From an optimization exercise on the open Yosys and OpenROAD flow, aimed at small area, a short achievable clock period and few clock cycles per item; shortcuts taken in it are not production practice.
Function was checked by simulation only, so behaviour that the tests miss may differ from the original.
Power is estimated from default activity; no workload was simulated.

## v6
Design vcpu_alu, start of the top module:
module vcpu_alu (
    input  wire        clk,
    input  wire        rst,         
    input  wire        start,
    input  wire [7:0]  opcode,
    input  wire [1:0]  size,        
    input  wire [63:0] a,           
    input  wire [63:0] b,           
    output wire        in_ready,
    output reg         done,
    output reg  [63:0] result,      
    output reg         result_we,   
    output reg  [4:0]  flags,       
    output reg  [4:0]  flags_we,    
    output reg         div_zero     
);
    localparam [7:0] OP_LSR = 8'h10, OP_LSL = 8'h11, OP_ASR = 8'h12, OP_ASL = 8'h13;
    localparam [7:0] OP_MOV = 8'h20, OP_ADD = 8'h21, OP_SUB = 8'h22, OP_MUL = 8'h23;
    localparam [7:0] OP_DIV = 8'h24, OP_CMP = 8'h25;
    localparam [3:0] S_IDLE = 4'b0001, S_MUL = 4'b0010, S_MULF = 4'b0100, S_DIV = 4'b1000;
    function [63:0] mask_of(input [1:0] s);
        case (s)
            2'd0: mask_of = 64'h0000_0000_0000_00ff;
            2'd1: mask_of = 64'h0000_0000_0000_ffff;
            2'd2: mask_of = 64'h0000_0000_ffff_ffff;
            default: mask_of = 64'hffff_ffff_ffff_ffff;
        endcase
    endfunction
    function top_of(input [63:0] v, input [1:0] s);    
        case (s)
            2'd0: top_of = v[7];
            2'd1: top_of = v[15];
            2'd2: top_of = v[31];
            default: top_of = v[63];
        endcase
    endfunction
    function top1(input [63:0] v, input [3:0] z);      
        top1 = (v[7] & z[0]) | (v[15] & z[1]) | (v[31] & z[2]) | (v[63] & z[3]);
    endfunction
    function [6:0] width_of(input [1:0] s);
        case (s)
            2'd0: width_of = 7'd8;
            2'd1: width_of = 7'd16;
            2'd2: width_of = 7'd32;
            default: width_of = 7'd64;
        endcase
    endfunction
    function [63:0] rev64(input [63:0] v);
        integer i;
  ...
Size in the first run: about 220 I/O pins, roughly 0.051 mm2 of cells after synthesis.
make LEC_CHECK=0 CAP_MARGIN=20 CORE_MARGIN=2 CORE_UTILIZATION=38 SETUP_SLACK_MARGIN=3.0 SLEW_MARGIN=20 finish   # period 7.5 ns
run.sh (not shown) runs the stock make flow with config.mk's settings and CLKGATE_MAP_FILE= SYNTH_SCRIPT=/design/flow/synth_recipe.tcl, a recipe that flattens the netlist after the stock synthesis.
Testbench counts of v6, summed over its fixed seeds: cycles 24,219, ops 12,000.
Input-level comparison between v7 and v6:
--- a/flow/design.v
+++ b/flow/design.v
@@ -295,38 +295,27 @@
             m_osure <= (m_lzs <= 8'd126 - {1'b0, w7});
             m_omay  <= (m_lzs == 8'd127 - {1'b0, w7});
         end
         cnt   <= divi ? cnt - 6'd1 : x_n;
         for (k = 0; k < 64; k = k + 1)
             if (r_en[k]) result[k] <= merged[k];
         result_we <= ~idle | x_mov | x_add | x_sub | x_shift | (x_div & ~x_bz) | x_mul;
         flags_we  <= ~idle ? 5'b11111 : x_mov ? 5'b01100 :
                      (x_add | x_sub | x_cmp | x_shift | (x_div & ~x_bz) | x_mul) ? 5'b11111 : 5'b00000;
         div_zero  <= idle & x_div & x_bz;
-        if (st[2])
-            flags <= {m_ovf, s_s, s_z, m_ovf, m_ovf};
-        else if (divi)
-            flags <= {1'b0, q_n, 1'b0, 2'b00};
-        else if (x_mov)
-            flags <= {1'b0, b_s, x_bz, 2'b00};
-        else if (x_add)
-            flags <= {c_w, s_s, s_z, ar_v, c_w};
-        else if (x_sub | x_cmp)
-            flags <= {~c_w, s_s, s_z, ar_v, ~c_w};
-        else if (x_shift)
-            flags <= {sh_c, sh_n, sh_z, asl_v & x_asl, sh_c};
-        else if (x_div & ~x_bz)
-            flags <= x_dq ? 5'b00100 : 5'b00000;   
-        else if (x_mul)
-            flags <= 5'b00100;           
-        else
-            flags <= 5'd0;
+        flags <= ({5{st[2]}}         & {m_ovf, s_s, s_z, m_ovf, m_ovf}) |
+                 ({5{divi}}          & {1'b0, q_n, 3'b000}) |
+                 ({5{idle & x_mov}}  & {1'b0, b_s, x_bz, 2'b00}) |
+                 ({5{idle & x_add}}  & {c_w, s_s, s_z, ar_v, c_w}) |
+                 ({5{idle & (x_sub | x_cmp)}} & {~c_w, s_s, s_z, ar_v, ~c_w}) |
+                 ({5{idle & x_shift}} & {sh_c, sh_n, sh_z, asl_v & x_asl, sh_c}) |
+                 ({5{idle & ((x_div & ~x_bz & x_dq) | x_mul)}} & 5'b00100);
     end
     always @(posedge clk) begin
         if (rst) begin
             st   <= S_IDLE;
             rdy  <= 1'b1;
             x_v  <= 1'b0;
             done <= 1'b0;
         end else begin
             x_v  <= acc;
             done <= 1'b0;
## What came out
- In v7, utilization is higher than in v6.
- The share of total power in the clock network of v7 falls short of that of v6 by 0.3 points.
- v7 against v6: cell area after technology mapping has decreased; synthesized netlist net count closely matched the old numbers; power went down 1.1%; power share of the sequential group picked up an extra 0.8 points.
- Lower area growth from synthesis to final layout among v6 and v7: v6
- Final setup slack of the worst path: v6 and v7 compared, higher one is v7
Testbench counts of v7, summed over its fixed seeds: cycles 24,219, ops 12,000.

Starting RTL as in the previous note.
==> flow/design.v (excerpt) <==
module vcpu_alu (
    input  wire        clk,
    input  wire        rst,         
    input  wire        start,
    input  wire [7:0]  opcode,
    input  wire [1:0]  size,        
    input  wire [63:0] a,           
    input  wire [63:0] b,           
    output wire        in_ready,
    output reg         done,
    output reg  [63:0] result,      
    output reg         result_we,   
    output reg  [4:0]  flags,       
    output reg  [4:0]  flags_we,    
    output reg         div_zero     
);
clock: 7.5 ns
lec_check: 0
abc_clock_period_in_ps: 4500
cap_margin: 20
core_margin: 2
core_utilization: 30
setup_slack_margin: 3.0
slew_margin: 20
Testbench counts at the start, summed over its fixed seeds: cycles 24,219, ops 12,000.
Next try:
--- a/flow/design.v
+++ b/flow/design.v
@@ -14,13 +14,13 @@
     output reg  [4:0]  flags_we,    
     output reg         div_zero     
 );
     localparam [7:0] OP_LSR = 8'h10, OP_LSL = 8'h11, OP_ASR = 8'h12, OP_ASL = 8'h13;
     localparam [7:0] OP_MOV = 8'h20, OP_ADD = 8'h21, OP_SUB = 8'h22, OP_MUL = 8'h23;
     localparam [7:0] OP_DIV = 8'h24, OP_CMP = 8'h25;
-    localparam [3:0] S_IDLE = 4'b0001, S_MUL = 4'b0010, S_MULF = 4'b0100, S_DIV = 4'b1000;
+    localparam [1:0] S_IDLE = 2'd0, S_MUL = 2'd1, S_MULF = 2'd2, S_DIV = 2'd3;
     function [63:0] mask_of(input [1:0] s);
         case (s)
             2'd0: mask_of = 64'h0000_0000_0000_00ff;
             2'd1: mask_of = 64'h0000_0000_0000_ffff;
             2'd2: mask_of = 64'h0000_0000_ffff_ffff;
             default: mask_of = 64'hffff_ffff_ffff_ffff;
@@ -46,13 +46,13 @@
         endcase
     endfunction
     function [63:0] rev64(input [63:0] v);
         integer i;
         for (i = 0; i < 64; i = i + 1) rev64[i] = v[63 - i];
     endfunction
-    reg  [3:0]  st;
+    reg  [1:0]  st;
     reg         rdy;
     reg         x_v;                         
     reg  [3:0]  x_sz;    
     reg  [2:0]  x_mk;    
     reg         x_inv;   
     reg         x_mov, x_add, x_sub, x_cmp, x_mul, x_div;
@@ -133,14 +133,14 @@
         end
     endgenerate
     wire        i_sha   = ~|am[63:7];
     wire        i_shb   = ~|bm[63:7];
     wire        i_swap  = ~i_sha & (i_shb | (i_bnz < i_anz));
     wire [7:0]  i_mlo   = i_swap ? bm[7:0] : am[7:0];      
-    wire        idle  = st[0];
-    wire        divi  = st[3];
+    wire        idle  = (st == S_IDLE);
+    wire        divi  = (st == S_DIV);
     wire [63:0] mask  = {{32{x_mk[2]}}, {16{x_mk[1]}}, {8{x_mk[0]}}, 8'hff};
     wire [6:0]  w7    = {x_sz[3], x_sz[2], x_sz[1], x_sz[0], 3'b000};
     wire [63:0] av    = xa & mask;
     wire        a_s   = top1(xa, x_sz);
     wire        b_s   = top1(xb, x_sz);
     wire        inv   = x_inv;
@@ -206,13 +206,13 @@
     wire        m_ovf  = m_osure | (m_omay & (m_pw ^ c_w));
     wire        d_neg  = xs ^ inv ^ sum[64];
     wire        q_bit  = ~d_neg;
     wire [63:0] q_new  = {result[62:0], q_bit};   
     wire        q_n    = top1(q_new, x_sz);
     wire        x_shift  = x_lsr | x_lsl | x_asr | x_asl;
-    wire        m_step   = (idle & x_v & x_mul & ~x_mz) | st[1];
+    wire        m_step   = (idle & x_v & x_mul & ~x_mz) | (st == S_MUL);
     wire        d_setup  = idle & x_v & x_div & ~x_dq & ~x_d1;
     wire        d_step   = divi & (cnt != 6'd0);
     wire        d_last   = divi & (cnt == 6'd0);
     wire [8:0]  dn_g   = m_step ? m_a[15:7] : {i_mlo, 1'b0};
     wire [3:0]  dn_one, dn_two, dn_neg;
     genvar gi;
@@ -222,13 +222,13 @@
             assign dn_two[gi] = (dn_g[2*gi+2] & ~dn_g[2*gi+1] & ~dn_g[2*gi]) |
                                 (~dn_g[2*gi+2] & dn_g[2*gi+1] & dn_g[2*gi]);
             assign dn_neg[gi] = dn_g[2*gi+2] & ~(dn_g[2*gi+1] & dn_g[2*gi]);
         end
     endgenerate
     integer     k;
-    wire        rs_sum = st[2] | (idle & (x_add | x_sub));
+    wire        rs_sum = (st == S_MULF) | (idle & (x_add | x_sub));
     wire        rs_q   = divi;
     wire        rs_b   = idle & x_mov;
     wire        rs_sh  = idle & (x_lsr | x_lsl | x_asr | x_asl);
     wire        rs_one = idle & x_div & ~x_dq & x_d1;
     wire        rs_man = m_step;
     wire        rs_a   = idle & ~(x_mov | x_add | x_sub | x_lsr | x_lsl | x_asr | x_asl | x_mul | (x_div & ~x_bz));
@@ -299,13 +299,13 @@
         for (k = 0; k < 64; k = k + 1)
             if (r_en[k]) result[k] <= merged[k];
         result_we <= ~idle | x_mov | x_add | x_sub | x_shift | (x_div & ~x_bz) | x_mul;
         flags_we  <= ~idle ? 5'b11111 : x_mov ? 5'b01100 :
                      (x_add | x_sub | x_cmp | x_shift | (x_div & ~x_bz) | x_mul) ? 5'b11111 : 5'b00000;
         div_zero  <= idle & x_div & x_bz;
-        if (st[2])
+        if (st == S_MULF)
             flags <= {m_ovf, s_s, s_z, m_ovf, m_ovf};
         else if (divi)
             flags <= {1'b0, q_n, 1'b0, 2'b00};
         else if (x_mov)
             flags <= {1'b0, b_s, x_bz, 2'b00};
         else if (x_add)
@@ -327,14 +327,14 @@
             rdy  <= 1'b1;
             x_v  <= 1'b0;
             done <= 1'b0;
         end else begin
             x_v  <= acc;
             done <= 1'b0;
-            case (1'b1)
-            st[0]: begin
+            case (st)
+            S_IDLE: begin
                 rdy <= 1'b1;
                 if (x_v) begin
                     done <= ~(x_mul & ~x_mz) & ~(x_div & ~x_dq & ~x_d1);
                     if (x_mul & ~x_mz) begin
                         st  <= m_last ? S_MULF : S_MUL;
                         rdy <= m_last;
@@ -342,24 +342,24 @@
                     if (x_div & ~x_dq & ~x_d1) begin
                         st  <= S_DIV;
                         rdy <= (x_n == 6'd0);
                     end
                 end
             end
-            st[1]: begin
+            S_MUL: begin
                 if (m_last) begin
                     st  <= S_MULF;
                     rdy <= 1'b1;
                 end
             end
-            st[2]: begin
+            S_MULF: begin
                 done <= 1'b1;
                 st   <= S_IDLE;
                 rdy  <= 1'b1;
             end
-            st[3]: begin
+            S_DIV: begin
                 if (cnt == 6'd1) rdy <= 1'b1;
                 if (cnt == 6'd0) begin
                     done <= 1'b1;
                     st   <= S_IDLE;
                 end
             end
=>
- The new run produced a clean layout
- die area shrinks by 0.32%
- maximum frequency rises by 0.79%
- core utilization went up by 0.55 points
- sequential cell count went down by 2
- setup slack is better by 36 ps
Testbench counts after the change, summed over its fixed seeds: cycles 24,219, ops 12,000.

re-timing with driven ports:
Ports are ideal in the flow. The routed layouts listed here were re-timed in OpenROAD.
Step 1 (the two cells are an assumption about what drives the block):
set clk [get_ports {clk}]
set_driving_cell -lib_cell sky130_fd_sc_hd__clkbuf_16 $clk
set_driving_cell -lib_cell sky130_fd_sc_hd__buf_2 [delete_from_list [all_inputs] $clk]
Step 2, shift: input delay + t, output delay - t, t = (earliest + latest rising clock arrival at the registers) / 2. This alone moves slack from input paths to output paths.
a / b / c = ideal / step 1 / step 2; a / b = the first two.
| run | shift t [ns] | slack for setup (ns) | worst setup path at the end |
|---|---|---|---|
| v6 | 0.754 | 2.797 / 2.797 / 2.167 | input to register |
| v7 | 0.725 | 2.896 / 2.896 / 2.257 | input to register |
| the first run of note 2 | 0.741 | 2.819 / 2.843 / 2.134 | input to register |
| the second run of note 2 | 0.740 | 2.855 / 2.856 / 2.166 | input to register |
After both steps every run listed still meets setup and hold. For the second run of note 2, which loses most, drivers alone change the setup slack by +0.001 ns; drivers and shift together by -0.689 ns.
